Background: an optimization exercise with open tools, aiming at small area, a short achievable clock period and few clock cycles. Do not read the settings as production practice. Only simulation tests tie the RTL to the original design; equivalence was not proved. Power is estimated from default activity; no workload was simulated.

==> flow/design.v (excerpt) <==
module tickdeb (
    input  wire         clk,
    input  wire         rst,              
    input  wire [31:0]  cfg_clk_hz,
    input  wire         cfg_policy,       
    input  wire         cfg_map,          
    input  wire         cfg_timer_model,  
    input  wire         cfg_preempt,      
    input  wire [4:0]   cfg_n,
    input  wire [3:0]   cfg_init_stage,
    input  wire [511:0] cfg_dur,          
    input  wire [31:0]  cfg_dur_rel,
    input  wire [31:0]  cfg_dur_held,
    input  wire         in_valid,
    input  wire [63:0]  in_word,
    output wire         in_ready,
    output reg          resp_valid,
    output reg  [1:0]   resp_status,      
    output reg  [31:0]  resp_data         
);
==> flow/config.mk <==
export PLATFORM = sky130hd
export DESIGN_NAME = tickdeb
export DESIGN_NICKNAME = tickdeb
export VERILOG_FILES = /design/flow/design.v
export SDC_FILE = /design/flow/constraint.sdc
export NUM_CORES = 4
export LEC_CHECK = 0
export CAP_MARGIN = 20
export CORE_MARGIN = 2
export CORE_UTILIZATION = 40
export CTS_BUF_LIST = sky130_fd_sc_hd__clkbuf_4
export SLEW_MARGIN = 20
==> flow/constraint.sdc <==
create_clock -name core_clock -period 80.0 [get_ports {clk}]
set_input_delay 16.0000 -clock core_clock [delete_from_list [all_inputs] [get_ports {clk}]]
set_output_delay 16.0000 -clock core_clock [all_outputs]
set_load 0.01 [all_outputs]
standard.sh (not shown) runs the stock make flow with config.mk's settings and CLKGATE_MAP_FILE= SYNTH_SCRIPT=/design/flow/synth_recipe.tcl, a recipe that flattens the netlist after the stock synthesis.
==> flow/flow/run.sh <==
#!/bin/bash
set -euo pipefail
export BUFFER_PORTS_ARGS="-buffer_cell sky130_fd_sc_hd__buf_1"
bash standard.sh finish > standard_flow.log 2>&1
The starting point completed without violations.
Testbench counts at the start, summed over its fixed seeds: cycles 49,229.
Rerun with:
Settings changed: CORE_UTILIZATION 40 to 30, CTS_BUF_LIST sky130_fd_sc_hd__clkbuf_4 to not set.
After rerunning: The new run passed the timing, DRC and antenna checks. Core utilization decreases by 11 points. Sequential share of layout area shrinks by 0.59 points. Wire length goes up by a few percent. Sequential power is about the same.
Rerun with:
Settings changed: CORE_UTILIZATION 30 to 40.
Final area decreases by 1.7%.
Sequential cell count does not change.
Worst hold slack hardly moves.
Clock skew barely changes.
Register-to-register slack is worse by 540 ps.
First-iteration DRC count went up by 14%.
Combinational power hardly moves.
Power shrinks by 4.2%.


Another version of the RTL of tickdeb (not shown whole).
For scale: ~3,000 cells after synthesis, ~340 flip-flops, roughly 720 I/O pins, roughly 24,000 um2 of cells after synthesis.
export LEC_CHECK = 0
export CAP_MARGIN = 20
export CORE_MARGIN = 2
export CORE_UTILIZATION = 40
export CTS_CLUSTER_DIAMETER = 110
export CTS_CLUSTER_SIZE = 28
export SLEW_MARGIN = 20
create_clock -name core_clock -period 80.0 [get_ports {clk}]
Scripts as last shown in full above: flow/flow/run.sh
Testbench counts at the start, summed over its fixed seeds: cycles 48,653.
Change:
--- a/flow/config.mk
+++ b/flow/config.mk
@@ -11,2 +11,2 @@
-export CTS_CLUSTER_DIAMETER = 110
-export CTS_CLUSTER_SIZE = 28
+export CTS_CLUSTER_DIAMETER = 100
+export CTS_CLUSTER_SIZE = 20
Outcome: Register-to-register slack loses 0.11 ns; combinational power stays flat; wire length shrinks slightly; cell area grows slightly; worst hold slack loses 0.0035 ns; total power grows by a few percent; synthesized area does not change.
Change:
--- a/flow/config.mk
+++ b/flow/config.mk
@@ -11,2 +10,0 @@
-export CTS_CLUSTER_DIAMETER = 100
-export CTS_CLUSTER_SIZE = 20
Result: Clock-buffer cell count grows by 19. Hold slack loses 0.0044 ns. Area after synthesis does not change.


Another version of the RTL of tickdeb (not shown whole).
For scale: ~3200 cells after synthesis, about 320 flip-flops.
clock: 80.0 ns
lec_check: 0
cap_margin: 20
core_margin: 2
core_utilization: 40
cts_buf_list: sky130_fd_sc_hd__clkbuf_4 sky130_fd_sc_hd__clkbuf_8
slew_margin: 20
Scripts as last shown in full above: flow/flow/run.sh
The baseline passed the timing, DRC and antenna checks.
Testbench counts at the start, summed over its fixed seeds: cycles 49,229.
==> next run, changes <==
Settings changed: CTS_BUF_LIST sky130_fd_sc_hd__clkbuf_4 sky130_fd_sc_hd__clkbuf_8 to not set.
- count of clock-buffer cells in the layout is lower by 33
- worst setup slack loses 0.20 ns
- die area stays the same
- global-route usage is higher by 0.13 points
- wire length hardly moves
- cell area stays flat

[static timing again, ports no longer ideal]
In the flow no input, the clock included, has a driving cell. The finished layouts below were timed again as built, in two steps.
Step 1 assumes that a clkbuf_16 drives the clock port and a buf_2 every other input.
Step 2 also shifts input and output timing later by t, the mid clock arrival at the registers, as if the neighbouring blocks saw the same clock.
a / b / c = no drivers / after step 1 / after step 2; a / b = the first two.
run | t, ns | setup WS [ns] | clock arrival spread, ns | slew at the worst register clock pin (ns) | worst data-port slew with drivers (ns)
the first run of note 1 | 0.912 | 62.411 / 62.351 / 62.165 | 0.116 / 0.117 | 0.08 / 0.08 | 0.34
the second run of note 1 | 0.645 | 62.671 / 62.711 / 62.065 | 0.026 / 0.025 | 0.07 / 0.07 | 0.29
the third run of note 1 | 0.643 | 62.610 / 62.631 / 62.009 | 0.024 / 0.025 | 0.07 / 0.07 | 0.33
the first run of note 2 | 0.611 | 62.894 / 62.836 / 62.350 | 0.022 / 0.021 | 0.12 / 0.12 | 0.39
the second run of note 2 | 0.623 | 62.891 / 62.833 / 62.361 | 0.036 / 0.037 | 0.09 / 0.09 | 0.32
the third run of note 2 | 0.635 | 62.881 / 62.820 / 62.359 | 0.017 / 0.017 | 0.07 / 0.07 | 0.35
the first run of note 3 | 0.746 | 61.751 / 61.779 / 61.033 | 0.059 / 0.059 | 0.07 / 0.07 | 0.39
the second run of note 3 | 0.619 | 61.555 / 61.583 / 60.963 | 0.013 / 0.013 | 0.07 / 0.07 | 0.39
After both steps setup and hold are still met in every run listed. For the first run of note 3, which loses most, drivers alone change the setup slack by +0.028 ns; drivers and shift together by -0.718 ns.
